What follows belongs to an exercise in optimizing a design on an open flow for a short achievable clock period; a production flow would make more cautious choices.
RTL that was checked went through simulation tests only; none was proved equivalent to the original.
No activity file was given, so power comes from the tool's default toggle rates.

Design twms, start of the top module:
module twms (
  input  logic        clk,
  input  logic        rst,           
  input  logic        cmd_valid,
  input  logic [1:0]  cmd_port,      
  input  logic [31:0] cmd_word,
  output logic        rsp_valid,
  output logic        rsp_ok,
  output logic [31:0] rsp_data,
  output logic [1:0]  bo0_cnt,       
  output logic [10:0] bo0_act0,
  output logic [10:0] bo0_act1,
  output logic [1:0]  bo1_cnt,       
  output logic [10:0] bo1_act0,
  output logic [10:0] bo1_act1,
  output logic        sleep_valid,   
  output logic [2:0]  sleep_level,
  output logic        pwr_asleep,    
  output logic [2:0]  pwr_level,
  output logic        halt,          
  output logic [2:0]  fcode,
  output logic [7:0]  finfo
);
Settings: LEC_CHECK=0, CAP_MARGIN=20, CORE_MARGIN=2, CORE_UTILIZATION=40, PLACE_DENSITY=0.6, SLEW_MARGIN=20; clock period 10.0 ns.
standard.sh (not shown) runs the stock make flow with config.mk's settings and CLKGATE_MAP_FILE= SYNTH_SCRIPT=/design/flow/synth_recipe.tcl, a recipe that flattens the netlist after the stock synthesis.
==> flow/flow/run.sh <==
#!/bin/bash
# Layout flow: the standard ORFS flow, with timing repair aimed at a setup
# slack margin well above what the 10 ns clock asks for, so that the resizer
# keeps working on the critical paths (the SDC is unchanged), and a last
# max-slew/max-cap repair after global routing (flow/post_grt.tcl). Port
# buffers are buf_4 (ORFS would pick a delay cell, clkdlybuf4s50_1).
# The platform's don't-use cells are extended with the slow high-stack gates
# (flow/dont_use.txt), for synthesis and for the resizer alike.
# make's output goes to standard_flow.log; each ORFS step logs under orfs/logs/.
set -euo pipefail
MARGIN=${MARGIN:-7.0}
DONT_USE=$(tr '\n' ' ' < flow/dont_use.txt)
bash standard.sh SETUP_SLACK_MARGIN=$MARGIN TNS_END_PERCENT=100 \
  "DONT_USE_CELLS=$DONT_USE" \
  "BUFFER_PORTS_ARGS=-buffer_cell sky130_fd_sc_hd__buf_4" \
  POST_GLOBAL_ROUTE_TCL=$PWD/flow/post_grt.tcl finish > standard_flow.log 2>&1
Other scripts of this flow, unchanged in this note and not shown: flow/flow/dont_use.txt, flow/flow/post_grt.tcl
Edit:
--- a/flow/flow/run.sh
+++ b/flow/flow/run.sh
@@ -5 +5,2 @@
-# max-slew/max-cap repair after global routing (flow/post_grt.tcl). Port
+# max-slew/max-cap repair after global routing (flow/post_grt.tcl), and a
+# first timing repair right after detailed placement (flow/post_dp.tcl). Port
@@ -15,0 +17 @@
+  POST_DETAIL_PLACE_TCL=$PWD/flow/post_dp.tcl \
==> flow/flow/post_dp.tcl (new file) <==
# After detailed placement: a first timing repair with placement parasitics,
# at the same setup margin as the later repairs (ORFS runs none here), then
# legalize again.
set_dont_use $::env(DONT_USE_CELLS)
estimate_parasitics -placement
repair_timing -setup_margin $::env(SETUP_SLACK_MARGIN) -repair_tns 100
detailed_placement
optimize_mirroring
estimate_parasitics -placement
=> The changed run did not get past 3_5_place_dp; area after synthesis is unchanged; synthesized cell count stays the same.
No functional check of the RTL was part of any run of this note.

* * *

Setup of v8:
twms, a different RTL version from the one above (not shown whole).
Size: ~3000 cells after synthesis, ~140 I/O pins, ~25000 um2 of cells after synthesis.
clock: 10.0 ns
lec_check: 0
cap_margin: 20
core_margin: 2
core_utilization: 40
place_density: 0.6
slew_margin: 20
synth_hierarchical: 1
synth_minimum_keep_size: 0
==> flow/flow/run.sh <==
#!/bin/bash
# Layout flow: the standard ORFS flow, with timing repair aimed at a setup
# slack margin well above what the 10 ns clock asks for, so that the resizer
# keeps working on the critical paths (the SDC is unchanged), and a last
# max-slew/max-cap repair after global routing (flow/post_grt.tcl). Port
# buffers are buf_4 (ORFS would pick a delay cell, clkdlybuf4s50_1).
# The platform's don't-use cells are extended with the slow high-stack gates
# (flow/dont_use.txt), for synthesis and for the resizer alike.
# make's output goes to standard_flow.log; each ORFS step logs under orfs/logs/.
set -euo pipefail
MARGIN=${MARGIN:-7.0}
DONT_USE=$(tr '\n' ' ' < flow/dont_use.txt)
bash standard.sh SETUP_SLACK_MARGIN=$MARGIN TNS_END_PERCENT=100 \
  "DONT_USE_CELLS=$DONT_USE" \
  "BUFFER_PORTS_ARGS=-buffer_cell sky130_fd_sc_hd__buf_4" \
  POST_GLOBAL_ROUTE_TCL=$PWD/flow/post_grt.tcl finish > standard_flow.log 2>&1
==> flow/flow/dont_use.txt <==
sky130_fd_sc_hd__probe_p_8
sky130_fd_sc_hd__probec_p_8
sky130_fd_sc_hd__lpflow_bleeder_1
sky130_fd_sc_hd__lpflow_clkbufkapwr_1
sky130_fd_sc_hd__lpflow_clkbufkapwr_16
sky130_fd_sc_hd__lpflow_clkbufkapwr_2
sky130_fd_sc_hd__lpflow_clkbufkapwr_4
sky130_fd_sc_hd__lpflow_clkbufkapwr_8
sky130_fd_sc_hd__lpflow_clkinvkapwr_1
sky130_fd_sc_hd__lpflow_clkinvkapwr_16
sky130_fd_sc_hd__lpflow_clkinvkapwr_2
sky130_fd_sc_hd__lpflow_clkinvkapwr_4
sky130_fd_sc_hd__lpflow_clkinvkapwr_8
sky130_fd_sc_hd__lpflow_decapkapwr_12
sky130_fd_sc_hd__lpflow_decapkapwr_3
sky130_fd_sc_hd__lpflow_decapkapwr_4
sky130_fd_sc_hd__lpflow_decapkapwr_6
sky130_fd_sc_hd__lpflow_decapkapwr_8
sky130_fd_sc_hd__lpflow_inputiso0n_1
sky130_fd_sc_hd__lpflow_inputiso0p_1
sky130_fd_sc_hd__lpflow_inputiso1n_1
sky130_fd_sc_hd__lpflow_inputiso1p_1
sky130_fd_sc_hd__lpflow_inputisolatch_1
sky130_fd_sc_hd__lpflow_isobufsrc_1
sky130_fd_sc_hd__lpflow_isobufsrc_16
sky130_fd_sc_hd__lpflow_isobufsrc_2
sky130_fd_sc_hd__lpflow_isobufsrc_4
sky130_fd_sc_hd__lpflow_isobufsrc_8
sky130_fd_sc_hd__lpflow_isobufsrckapwr_16
sky130_fd_sc_hd__lpflow_lsbuf_lh_hl_isowell_tap_1
sky130_fd_sc_hd__lpflow_lsbuf_lh_hl_isowell_tap_2
sky130_fd_sc_hd__lpflow_lsbuf_lh_hl_isowell_tap_4
sky130_fd_sc_hd__lpflow_lsbuf_lh_isowell_4
sky130_fd_sc_hd__lpflow_lsbuf_lh_isowell_tap_1
sky130_fd_sc_hd__lpflow_lsbuf_lh_isowell_tap_2
sky130_fd_sc_hd__lpflow_lsbuf_lh_isowell_tap_4
sky130_fd_sc_hd__or4_*
sky130_fd_sc_hd__nor4_*
sky130_fd_sc_hd__or4b_*
sky130_fd_sc_hd__nor4b_*
sky130_fd_sc_hd__or4bb_*
sky130_fd_sc_hd__nor4bb_*
sky130_fd_sc_hd__or3_*
sky130_fd_sc_hd__nor3_*
sky130_fd_sc_hd__or3b_*
sky130_fd_sc_hd__nor3b_*
sky130_fd_sc_hd__o41ai_*
sky130_fd_sc_hd__a41oi_*
sky130_fd_sc_hd__o41a_*
sky130_fd_sc_hd__a41o_*
sky130_fd_sc_hd__o311ai_*
sky130_fd_sc_hd__o2111ai_*
sky130_fd_sc_hd__a2111oi_*
sky130_fd_sc_hd__o2111a_*
sky130_fd_sc_hd__a2111o_*
sky130_fd_sc_hd__o311a_*
sky130_fd_sc_hd__a311oi_*
sky130_fd_sc_hd__a311o_*
sky130_fd_sc_hd__o32ai_*
sky130_fd_sc_hd__o32a_*
sky130_fd_sc_hd__a32oi_*
sky130_fd_sc_hd__a32o_*
sky130_fd_sc_hd__o221ai_*
sky130_fd_sc_hd__o221a_*
sky130_fd_sc_hd__a221oi_*
sky130_fd_sc_hd__a221o_*
sky130_fd_sc_hd__o211ai_*
sky130_fd_sc_hd__o211a_*
sky130_fd_sc_hd__a211oi_*
sky130_fd_sc_hd__a211o_*
sky130_fd_sc_hd__o31ai_*
sky130_fd_sc_hd__o31a_*
sky130_fd_sc_hd__a31oi_*
sky130_fd_sc_hd__a31o_*
sky130_fd_sc_hd__o22a_*
sky130_fd_sc_hd__a22o_*
sky130_fd_sc_hd__a2bb2o_*
sky130_fd_sc_hd__o2bb2a_*
sky130_fd_sc_hd__a2bb2oi_*
sky130_fd_sc_hd__o2bb2ai_*
sky130_fd_sc_hd__and4_*
sky130_fd_sc_hd__and4b_*
sky130_fd_sc_hd__and4bb_*
sky130_fd_sc_hd__nand4b_*
sky130_fd_sc_hd__nand4bb_*
sky130_fd_sc_hd__a222oi_1
sky130_fd_sc_hd__and3b_1
sky130_fd_sc_hd__and3b_2
sky130_fd_sc_hd__and3b_4
sky130_fd_sc_hd__and3_1
sky130_fd_sc_hd__and3_2
sky130_fd_sc_hd__and3_4
sky130_fd_sc_hd__mux4_1
sky130_fd_sc_hd__mux4_2
sky130_fd_sc_hd__mux4_4
Other scripts of this flow, unchanged in this note and not shown: flow/flow/post_grt.tcl
v8 went all the way through synthesis, placement and routing and the layout is clean on timing, DRC and antenna.
### v8 -> v59
-- flow/flow/run.sh --
<<< v8, line 10
set -euo pipefail
MARGIN=${MARGIN:-7.0}
DONT_USE=$(tr '\n' ' ' < flow/dont_use.txt)
>>> v59, line 10
set -euo pipefail
MARGIN=${MARGIN:-7.25}
DONT_USE=$(tr '\n' ' ' < flow/dont_use.txt)
-- flow/flow/dont_use.txt --
<<< v8, line 85
sky130_fd_sc_hd__nand4bb_*
sky130_fd_sc_hd__a222oi_1
sky130_fd_sc_hd__and3b_1
sky130_fd_sc_hd__and3b_2
sky130_fd_sc_hd__and3b_4
sky130_fd_sc_hd__and3_1
sky130_fd_sc_hd__and3_2
sky130_fd_sc_hd__and3_4
sky130_fd_sc_hd__mux4_1
sky130_fd_sc_hd__mux4_2
sky130_fd_sc_hd__mux4_4
>>> v59, line 85
sky130_fd_sc_hd__nand4bb_*
[compare] base=v8 new=v59: fmax increased by 0.82% relative to the old numbers; number of non-clock inverters increased by 36% relative to the old numbers. The count of pins over their slew limit on v8 is in line with that on v59.
Inputs modified between v59 and v22:
-- flow/flow/run.sh --
<<< v59, line 10
set -euo pipefail
MARGIN=${MARGIN:-7.25}
DONT_USE=$(tr '\n' ' ' < flow/dont_use.txt)
>>> v22, line 10
set -euo pipefail
MARGIN=${MARGIN:-7.0}
DONT_USE=$(tr '\n' ' ' < flow/dont_use.txt)
-- flow/config.mk --
<<< v59, line 10
export CORE_UTILIZATION = 40
export PLACE_DENSITY = 0.6
>>> v22, line 10
export CORE_UTILIZATION = 40
export GPL_ROUTABILITY_DRIVEN = 0
export PLACE_DENSITY = 0.6
- ~same portion of the layout cell area used by clock cells in v59 and v22
- v22 vs v59 — post-route met1 wirelength dropped about 10%.
- Overflow left after global routing: v22 vs v59 identical
- Against v59 as the reference, v22 delivers a lower half-perimeter wire length after placement.
- Summary of the comparison: proportion of cell area occupied by multi-input gates is lower in v22, relative to v59.
- Density: v22 sparser than v59
- Looking only at final critical-path required period, and setting everything else aside, the lower value of v59 and v22 goes to v59.
- Taking v59 as the reference point, the clock group power of v22 falls by about 3%.

-- static timing again, ports no longer ideal --
The flow's constraints put no driver on any port. The routed layouts listed below were extracted and timed again, unchanged, in two steps.
Step 1 (the two cells are an assumption about what drives the block):
set clk [get_ports {clk}]
set_driving_cell -lib_cell sky130_fd_sc_hd__clkbuf_16 $clk
set_driving_cell -lib_cell sky130_fd_sc_hd__buf_2 [delete_from_list [all_inputs] $clk]
Step 2 moves the port delays by t, midway between the first and last clock arrival at a register: inputs arrive t later, outputs are due t later. That takes back most of the time a late clock gives input paths.
Three values: ideal, step 1, step 2; two values: the first two.
run	shift t [ns]	slack for setup (ns)	worst setup path after step 2	clock arrival spread, ns	worst register clock-pin slew, ns
the first run of note 1	0.673	6.763 / 6.603 / 5.929	input to register	0.033 / 0.033	0.07 / 0.07
v8	0.677	6.803 / 6.742 / 6.205	input to register	0.022 / 0.023	0.07 / 0.07
v59	0.683	6.829 / 6.737 / 6.054	input to register	0.027 / 0.028	0.07 / 0.07
v22	0.675	6.825 / 6.764 / 6.112	input to register	0.032 / 0.032	0.06 / 0.06
After both steps setup and hold are still met in every run listed. For the first run of note 1, which loses most, drivers alone change the setup slack by -0.160 ns; drivers and shift together by -0.834 ns.
